Source: an optimization exercise on an open RTL-to-GDS flow (aim: small area and a short achievable clock period). Production flows keep margins and buffers that such runs may drop. In this exercise RTL edits were held to simulation tests only and were not proved equivalent to the original. Power figures rest on the tool's default switching activity, not on a simulated workload.

[flow/run.sh]
#!/bin/bash
# synth_recipe.tcl (not shown) runs the flow's synth.tcl, then flattens the netlist and writes it again
# the make line also repeats each setting of config.mk as NAME=value (left out here)
make -C /OpenROAD-flow-scripts/flow DESIGN_CONFIG=/design/flow/config.mk WORK_HOME=/design/flow/orfs CLKGATE_MAP_FILE= SYNTH_SCRIPT=/design/flow/synth_recipe.tcl finish
[flow/config.mk]
export PLATFORM = sky130hd
export DESIGN_NAME = ahrs_rx
export DESIGN_NICKNAME = ahrs_rx
export VERILOG_FILES = /design/flow/design.v
export SDC_FILE = /design/flow/constraint.sdc
export NUM_CORES = 4
export LEC_CHECK = 0
export CAP_MARGIN = 20
export CORE_MARGIN = 2
export CORE_UTILIZATION = 40
export PLACE_DENSITY = 0.6
export SLEW_MARGIN = 20
[flow/constraint.sdc]
create_clock -name core_clock -period 6.5 [get_ports {clk}]
set_input_delay 1.3000 -clock core_clock [delete_from_list [all_inputs] [get_ports {clk}]]
set_output_delay 1.3000 -clock core_clock [all_outputs]
set_load 0.01 [all_outputs]
[flow/design.v]
module ahrs_crc16 (
    input  wire [15:0] crc_in,
    input  wire [7:0]  data,
    output reg  [15:0] crc_out
);
    integer i;
    reg [15:0] t;
    always @(*) begin
        t = crc_in ^ {data, 8'h00};
        for (i = 0; i < 8; i = i + 1) begin
            if (t[15])
                t = {t[14:0], 1'b0} ^ 16'h1021;
            else
                t = {t[14:0], 1'b0};
        end
        crc_out = t;
    end
endmodule
module ahrs_parser #(
    parameter [7:0] FRAME_ID = 8'h05
) (
    input  wire        clk,
    input  wire        rst,
    input  wire        feed,         
    input  wire        preset,       
    input  wire [7:0]  data,         
    output reg         done,         
    output reg         wr_angle,     
    output reg  [1:0]  wr_field,     
    output reg  [31:0] wr_value,
    output reg         wr_status,    
    output wire [7:0]  wr_status_value
);
    localparam [3:0] S_SYNC   = 4'd0,
                     S_COMPID = 4'd1,
                     S_ANG0   = 4'd2,
                     S_ANG1   = 4'd3,
                     S_ANG2   = 4'd4,
                     S_ANG3   = 4'd5,
                     S_STATUS = 4'd6,
                     S_CRC0   = 4'd7,
                     S_CRC1   = 4'd8;
    localparam [31:0] PREAMBLE     = {8'h00, 8'h17, FRAME_ID, 8'h04};
    localparam [7:0] ID_YAW    = 8'h05,
                     ID_PITCH  = 8'h18,
                     ID_ROLL   = 8'h19,
                     ID_STATUS = 8'h4F;
    reg [3:0]  pstate;
    reg [31:0] syncwin;
    reg [2:0]  synccnt;
    reg [15:0] crcacc;
    reg [3:0]  seen;      
    reg [7:0]  curid;
    reg [31:0] angacc;
    wire [15:0] crc_p0, crc_p1, crc_p2, crc_preamble;
    ahrs_crc16 u_pre0 (.crc_in(16'h0000), .data(PREAMBLE[31:24]), .crc_out(crc_p0));
    ahrs_crc16 u_pre1 (.crc_in(crc_p0),   .data(PREAMBLE[23:16]), .crc_out(crc_p1));
    ahrs_crc16 u_pre2 (.crc_in(crc_p1),   .data(PREAMBLE[15:8]),  .crc_out(crc_p2));
    ahrs_crc16 u_pre3 (.crc_in(crc_p2),   .data(PREAMBLE[7:0]),   .crc_out(crc_preamble));
    wire [15:0] crc_next;
    ahrs_crc16 u_crc (.crc_in(crcacc), .data(data), .crc_out(crc_next));
    wire [31:0] syncwin_next = {syncwin[23:0], data};
    wire [2:0]  synccnt_next = (synccnt == 3'd4) ? 3'd4 : synccnt + 3'd1;
    wire [31:0] ang_value    = {angacc[23:0], data};
    wire [7:0]  ang_exp      = ang_value[30:23];
    wire        ang_bad      = (ang_exp == 8'hFF) ||
                               (ang_exp == 8'h00 && ang_value[22:0] != 23'd0);
    assign wr_status_value = data;
    reg       id_known;
    reg [1:0] id_k;
    always @(*) begin
        id_known = 1'b1;
        id_k     = 2'd0;
        case (data)
            ID_YAW:    id_k = 2'd0;
            ID_PITCH:  id_k = 2'd1;
            ID_ROLL:   id_k = 2'd2;
            ID_STATUS: id_k = 2'd3;
            default:   id_known = 1'b0;
        endcase
    end
    reg [1:0] cur_field;
    always @(*) begin
        case (curid)
            ID_PITCH: cur_field = 2'd1;
            ID_ROLL:  cur_field = 2'd2;
            default:  cur_field = 2'd0;
        endcase
    end
    always @(*) begin
        done      = 1'b0;
        wr_angle  = 1'b0;
        wr_field  = cur_field;
        wr_value  = ang_value;
        wr_status = 1'b0;
        if (feed) begin
            case (pstate)
                S_ANG3:   wr_angle  = !ang_bad;
                S_STATUS: wr_status = 1'b1;
                S_CRC1:   done      = (crc_next == 16'h0000);
                default: ;
            endcase
        end
    end
    always @(posedge clk) begin
        if (rst) begin
            pstate  <= S_SYNC;
            syncwin <= 32'h0;
            synccnt <= 3'd0;
            crcacc  <= 16'h0;
            seen    <= 4'b0;
            curid   <= 8'h0;
            angacc  <= 32'h0;
        end else if (preset) begin
            pstate  <= S_SYNC;
            synccnt <= 3'd0;
        end else if (feed) begin
            if (pstate != S_SYNC)
                crcacc <= crc_next;
            case (pstate)
                S_SYNC: begin
                    syncwin <= syncwin_next;
                    synccnt <= synccnt_next;
                    if (synccnt_next == 3'd4 && syncwin_next == PREAMBLE) begin
                        pstate <= S_COMPID;
                        seen   <= 4'b0;
                        crcacc <= crc_preamble;
                    end
                end
                S_COMPID: begin
                    if (!id_known || seen[id_k]) begin
                        pstate  <= S_SYNC;
                        synccnt <= 3'd0;
                    end else begin
                        seen[id_k] <= 1'b1;
                        curid      <= data;
                        if (id_k == 2'd3) begin
                            pstate <= S_STATUS;
                        end else begin
                            angacc <= 32'h0;
                            pstate <= S_ANG0;
                        end
                    end
                end
                S_ANG0, S_ANG1, S_ANG2: begin
                    angacc <= ang_value;
                    pstate <= pstate + 4'd1;
                end
                S_ANG3: begin
                    angacc <= ang_value;
                    if (ang_bad) begin
                        pstate  <= S_SYNC;
                        synccnt <= 3'd0;
                    end else begin
                        pstate <= (seen == 4'b1111) ? S_CRC0 : S_COMPID;
                    end
                end
                S_STATUS: begin
                    pstate <= (seen == 4'b1111) ? S_CRC0 : S_COMPID;
                end
                S_CRC0: begin
                    pstate <= S_CRC1;
                end
                S_CRC1: begin
                    pstate  <= S_SYNC;
                    synccnt <= 3'd0;
                end
                default: begin
                    pstate  <= S_SYNC;
                    synccnt <= 3'd0;
                end
            endcase
        end
    end
endmodule
module ahrs_tbuf (
    input  wire       clk,
    input  wire       rst,
    input  wire       offer,
    input  wire       update,
    output wire [1:0] write_idx,
    output wire [1:0] read_idx,
    output wire       took        
);
    reg [1:0] w_idx, c_idx, r_idx;
    reg       new_f;
    wire [1:0] w_o   = offer ? c_idx : w_idx;
    wire [1:0] c_o   = offer ? w_idx : c_idx;
    wire       new_o = offer | new_f;
    assign write_idx = w_idx;
    assign read_idx  = r_idx;
    assign took      = update & new_o;
    always @(posedge clk) begin
        if (rst) begin
            w_idx <= 2'd0;
            c_idx <= 2'd1;
            r_idx <= 2'd2;
            new_f <= 1'b0;
        end else begin
            w_idx <= w_o;
            if (took) begin
                c_idx <= r_idx;
                r_idx <= c_o;
                new_f <= 1'b0;
            end else begin
                c_idx <= c_o;
                new_f <= new_o;
            end
        end
    end
endmodule
module ahrs_store (
    input  wire        clk,
    input  wire        rst,
    input  wire [1:0]  write_idx,
    input  wire        wr_angle,
    input  wire [1:0]  wr_field,    
    input  wire [31:0] wr_value,
    input  wire        wr_status,
    input  wire [7:0]  wr_status_value,
    input  wire [1:0]  read_idx,
    output wire [31:0] rd_yaw,
    output wire [31:0] rd_pitch,
    output wire [31:0] rd_roll,
    output wire [7:0]  rd_status
);
    reg [31:0] yaw    [0:2];
    reg [31:0] pitch  [0:2];
    reg [31:0] roll   [0:2];
    reg [7:0]  status [0:2];
    integer i;
    always @(posedge clk) begin
        if (rst) begin
            for (i = 0; i < 3; i = i + 1) begin
                yaw[i]    <= 32'h0;
                pitch[i]  <= 32'h0;
                roll[i]   <= 32'h0;
                status[i] <= 8'h0;
            end
        end else begin
            if (wr_angle) begin
                case (wr_field)
                    2'd0:    yaw[write_idx]   <= wr_value;
                    2'd1:    pitch[write_idx] <= wr_value;
                    default: roll[write_idx]  <= wr_value;
                endcase
            end
            if (wr_status)
                status[write_idx] <= wr_status_value;
        end
    end
    assign rd_yaw    = yaw[read_idx];
    assign rd_pitch  = pitch[read_idx];
    assign rd_roll   = roll[read_idx];
    assign rd_status = status[read_idx];
endmodule
module ahrs_rx (
    input  wire        clk,
    input  wire        rst,
    input  wire        p_valid,
    input  wire [31:0] p_cmd,
    output reg         p_resp_valid,
    output reg         p_resp_err,
    output reg  [31:0] p_resp_val,
    input  wire        c_valid,
    input  wire [31:0] c_cmd,
    output reg         c_resp_valid,
    output reg         c_resp_err,
    output reg  [31:0] c_resp_val
);
    localparam [7:0] OPC_CRC_UPDATE   = 8'h01,
                     OPC_FEED         = 8'h10,
                     OPC_PARSER_RESET = 8'h11,
                     OPC_OFFER        = 8'h20,
                     OPC_UPDATE       = 8'h21,
                     OPC_GET_PITCH    = 8'h30,
                     OPC_GET_YAW      = 8'h31,
                     OPC_GET_ROLL     = 8'h32,
                     OPC_GET_STATUS   = 8'h33;
    wire [7:0]  p_opc   = p_cmd[31:24];
    wire [15:0] p_arg16 = p_cmd[23:8];
    wire [7:0]  p_arg8  = p_cmd[7:0];
    wire [7:0]  c_opc   = c_cmd[31:24];
    wire [15:0] c_arg16 = c_cmd[23:8];
    wire [7:0]  c_arg8  = c_cmd[7:0];
    wire p_crc    = p_valid && p_opc == OPC_CRC_UPDATE;
    wire p_feed   = p_valid && p_opc == OPC_FEED         && p_arg16 == 16'h0;
    wire p_preset = p_valid && p_opc == OPC_PARSER_RESET && p_arg16 == 16'h0 && p_arg8 == 8'h0;
    wire p_offer  = p_valid && p_opc == OPC_OFFER        && p_arg16 == 16'h0 && p_arg8 == 8'h0;
    wire p_legal  = p_crc || p_feed || p_preset || p_offer;
    wire c_noarg  = c_arg16 == 16'h0 && c_arg8 == 8'h0;
    wire c_crc    = c_valid && c_opc == OPC_CRC_UPDATE;
    wire c_update = c_valid && c_opc == OPC_UPDATE     && c_noarg;
    wire c_gp     = c_valid && c_opc == OPC_GET_PITCH  && c_noarg;
    wire c_gy     = c_valid && c_opc == OPC_GET_YAW    && c_noarg;
    wire c_gr     = c_valid && c_opc == OPC_GET_ROLL   && c_noarg;
    wire c_gs     = c_valid && c_opc == OPC_GET_STATUS && c_noarg;
    wire c_legal  = c_crc || c_update || c_gp || c_gy || c_gr || c_gs;
    wire [15:0] p_crc_out, c_crc_out;
    ahrs_crc16 u_pcrc (.crc_in(p_arg16), .data(p_arg8), .crc_out(p_crc_out));
    ahrs_crc16 u_ccrc (.crc_in(c_arg16), .data(c_arg8), .crc_out(c_crc_out));
    wire        feed_done;
    wire        wr_angle, wr_status;
    wire [1:0]  wr_field;
    wire [31:0] wr_value;
    wire [7:0]  wr_status_value;
    ahrs_parser u_parser (
        .clk(clk), .rst(rst),
        .feed(p_feed), .preset(p_preset), .data(p_arg8),
        .done(feed_done),
        .wr_angle(wr_angle), .wr_field(wr_field), .wr_value(wr_value),
        .wr_status(wr_status), .wr_status_value(wr_status_value)
    );
    wire [1:0] write_idx, read_idx;
    wire       took;
    ahrs_tbuf u_tbuf (
        .clk(clk), .rst(rst),
        .offer(p_offer || feed_done),
        .update(c_update),
        .write_idx(write_idx), .read_idx(read_idx),
        .took(took)
    );
    wire [31:0] rd_yaw, rd_pitch, rd_roll;
    wire [7:0]  rd_status;
    ahrs_store u_store (
        .clk(clk), .rst(rst),
        .write_idx(write_idx),
        .wr_angle(wr_angle), .wr_field(wr_field), .wr_value(wr_value),
        .wr_status(wr_status), .wr_status_value(wr_status_value),
        .read_idx(read_idx),
        .rd_yaw(rd_yaw), .rd_pitch(rd_pitch), .rd_roll(rd_roll), .rd_status(rd_status)
    );
    reg [31:0] p_val, c_val;
    always @(*) begin
        p_val = 32'h0;
        if (p_crc)       p_val = {16'h0, p_crc_out};
        else if (p_feed) p_val = {31'h0, feed_done};
        c_val = 32'h0;
        if (c_crc)         c_val = {16'h0, c_crc_out};
        else if (c_update) c_val = {31'h0, took};
        else if (c_gp)     c_val = rd_pitch;
        else if (c_gy)     c_val = rd_yaw;
        else if (c_gr)     c_val = rd_roll;
        else if (c_gs)     c_val = {24'h0, rd_status};
    end
    always @(posedge clk) begin
        if (rst) begin
            p_resp_valid <= 1'b0;
            p_resp_err   <= 1'b0;
            p_resp_val   <= 32'h0;
            c_resp_valid <= 1'b0;
            c_resp_err   <= 1'b0;
            c_resp_val   <= 32'h0;
        end else begin
            p_resp_valid <= p_valid;
            p_resp_err   <= p_valid && !p_legal;
            p_resp_val   <= p_val;
            c_resp_valid <= c_valid;
            c_resp_err   <= c_valid && !c_legal;
            c_resp_val   <= c_val;
        end
    end
endmodule
==> out/qor.yml <==
run_status: "complete, no violations"
power-per-cell-area_nw_per_um2: 272
syn2layout_area_growth_pct: 16.8
critical_path.cell_chain: "clkdlybuf4s50_1 -> nor4_1 -> nand3_1 -> or3_1 -> nor2_1 -> nand4b_1 -> nor3_2 -> buf_4 -> or2_2"
final-max-slew-violation-count: 0
insertion_delay_of_the_later_clocked_pin_in_the_worst_skew_pair_ns: 0.64
global_route.usage.total: 0.196
setup_tns_ns: 0
critPathMaxFanout: 33
yosys.cell_count.top_type: "edfxtp_1"
critical_path.top_delay_family: "simple AND/OR/NAND/NOR gates"
crit_arrival_ns: 5.36
synth_async_reset_ratio: 0
avgViaCountPerCell: 5.38
worst-slew-pin-transition_ns: 1.13
gp_congestion: 0.868
cts-buffers-inserted: 60
clockRootBuffer: "clkbuf_16"
netlist.area_leader.share: 0.510
fin_hold_ws_ns: 0.454
synth_seq_cells: 560
largest_net_degree_at_the_start_of_global_routing: 90
floorplan.io_pins: 136
design.die.area_um2: 63200
hold_viol: 0
wire_per_inst_um: 22.8
grt-ovfl-total: 0
grt_setup_unrepaired: "false"
setup.worst_path.end_class: "register"
worst_ep_required_time_ns: 6.72
fmax_mhz: 195
cap_viol_max_count: 0
dp_hpwl_um: 38100
number_of_buffer_and_inverter_stages_on_the_critical_path: 2
post_synth_main_area_contributors: "edfxtp_1 (51%), dfxtp_1 (12%), mux4_2 (10%)"
routed_wirelength_um: 61600
period_needed_ns: 5.14
route.vias.total: 14500
cts_hold_buf: 0
clock-skew-final_ns: 0.0508
final_layout_size_suffix_gt1_frac: 0.156
dr.pass1.iters: 6
drc_violations_left: 0
report.final.setup_viol: 0
final_util: 0.473
setup.worst_path.start_class: "input pin"
synth-edff-count: 416
synth_top_area_cell: "edfxtp_1"
io_buffers: 119
maximum_vdd_drop_v: 0.000241
nFillCells: 5208
ff2ff_setup_slack_ns: 2.41
ant_nets: 0
die-width_um: 251
antenna_violations_before_repair: 4
synthesized_area_um2: 24500
met2_length_um: 30600
wl_met3_um: 3330
synthesis.instances: 1772
cts.repair_timing.setup_buffer_count: 0
wire_length_of_the_first_global_routing_pass_um: 93000
post_synth_top_cells: "edfxtp_1 (416), and2_1 (335), dfxtp_1 (144)"
wl_met1_um: 26300
core.rowCount: 90
relSlewSlack: 0.244
syn_area_per_cell_um2: 13.8
cts.clk_slew.worst_paths_ns: 0.06
cts_tree: "built"
synth_cell_types: 67
dr.max_layer_used: "met5"
placeable_core_region_um2: 60500
crit_path_top_delay_cell: "or2_2"
finish.net_count: 1939
drt_iter0_markers: 1154
initial_core_utilization: 0.405
synth_top_flop_cell: "edfxtp_1"
yosysWarnings: 5
layout_worst_path_cycle_share: 0.791
p_leak_nw: 9.84
finalPower_mw: 7.77
die_h_um: 251
grt_pass1_vias: 15000
critPathKind: "in2reg"
min_path_type: "reg2reg"
cells_resized_by_post_cts_repair: 0
critical-path-max-stage-delay_ns: 0.80
clock_tree.buffer_depth: 3
number_of_sinks_handled_by_clock_tree_synthesis: 560
ys_seq_area_frac: 0.628
maximum_level_of_the_cts_h_tree: 2
registers in the layout, summed over array words and instances, names as in the netlist, named ones only:
signal,cells
u_store.pitch,128
u_store.roll,128
u_store.yaw,128
c_resp_val,32
u_store.status,32
u_parser.angacc,24
u_parser.syncwin,24
p_resp_val,16
u_parser.crcacc,16
u_parser.curid,8
u_parser.pstate,4
u_parser.seen,4
u_parser.synccnt,3
u_tbuf.c_idx,2
u_tbuf.r_idx,2
u_tbuf.w_idx,2
c_resp_err,1
c_resp_valid,1
p_resp_err,1
p_resp_valid,1
u_tbuf.new_f,1
where the power goes:
part	switching [mW]	internal (mW)	total (mW)
Clock	1.42	2.02	3.44
Combinational	0.217	0.158	0.375
Sequential	0.0274	3.92	3.95
path summary, 6_finish.rpt:
check                            start              endpoint  cells after the start
hold reg to reg   u_parser.syncwin[23]  u_parser.syncwin[23]                      2
setup reg to reg    u_parser.angacc[0]  u_store.pitch[0][30]                      8
setup / recovery             p_cmd[18]  u_store.pitch[0][30]                      9
hold / removal    u_parser.syncwin[23]  u_parser.syncwin[23]                      2
worst min-delay path: stages (launching register included):
cell,delay [ns]
dfxtp_1,0.31
nand2_1,0.05
a21oi_1,0.05
final cells by class:
type | count | area [µm²] | area share
diodes | 2 | 5.00 | 0.000175
clock inverters | 33 | 349 | 0.0122
clock buffers | 81 | 1650 | 0.0578
multi-input cells | 1048 | 8550 | 0.299
inverters | 34 | 128 | 0.00446
well taps | 782 | 978 | 0.0342
repair buffers | 161 | 1540 | 0.0539
flip-flops and latches | 560 | 15400 | 0.538
per-layer routing:
metal,GRT usage,vias to the layer above
met1,0.264,7392
met3,0.0275,89
met2,0.332,428
li1,-,6613
met4,0.0524,2
met5,0.00386,-
placed cells by master, fill, tap and decap left out, types with 9 or more instances in the layout:
cell	count
nor2_1	72
clkbuf_1	15
conb_1	16
a22oi_1	10
buf_4	38
a22o_1	24
mux2i_1	30
xor2_1	25
clkinv_2	12
nand2_1	86
and2_1	335
edfxtp_1	416
dfxtp_1	142
nor2b_1	14
clkbuf_16	61
clkdlybuf4s50_1	116
xnor2_1	43
nand3_1	14
o22ai_1	17
mux4_2	112
a21oi_1	58
o21ai_0	11
nor4_1	25
nor3_1	27
inv_1	34
or2_2	9
logic make-up (layout without fill, tap and decap cells):
kind of cell / count (synthesis) / after routing / synth area share
other: 1 / 18 / 0.000153
AO/OA/AOI/OAI: 156 / 156 / 0.0437
AND/OR/NAND/NOR: 653 / 653 / 0.151
XOR/XNOR: 69 / 69 / 0.0250
adder cells (fa/ha/maj): 6 / 6 / 0.00307
buffers and inverters: 179 / 309 / 0.0307
flip-flops: 560 / 560 / 0.628
multiplexers: 148 / 148 / 0.118
through the flow:
step	setup slack, ns	instances	cell area [µm²]
final	1.36	2701	28600
after detailed placement	0.722	2585	26600
after floorplan	1.03	1787	24500
after global placement	0.812	2585	26600
after CTS	1.37	2699	28600
after global routing	1.08	2700	28600

afterwards: timing with drivers on the ports:
The results above use ideal ports. As a check the final layout listed here was re-extracted and re-timed, cells and wires unchanged.
Step 1 (the two cells are an assumption about what drives the block):
set clk [get_ports {clk}]
set_driving_cell -lib_cell sky130_fd_sc_hd__clkbuf_16 $clk
set_driving_cell -lib_cell sky130_fd_sc_hd__buf_2 [delete_from_list [all_inputs] $clk]
Step 2 moves the port delays by t, midway between the first and last clock arrival at a register: inputs arrive t later, outputs are due t later. That takes back most of the time a late clock gives input paths.
a / b / c = no drivers / after step 1 / after step 2; a / b = the first two.
t, ns: 0.678
setup slack, ns: 1.361 / 1.394 / 0.715
latest minus earliest clock arrival (ns): 0.051 / 0.051
cell pins on the clock port's net: 1
After both steps this run still meets setup and hold. For this run, drivers alone change the setup slack by +0.033 ns; drivers and shift together by -0.646 ns.
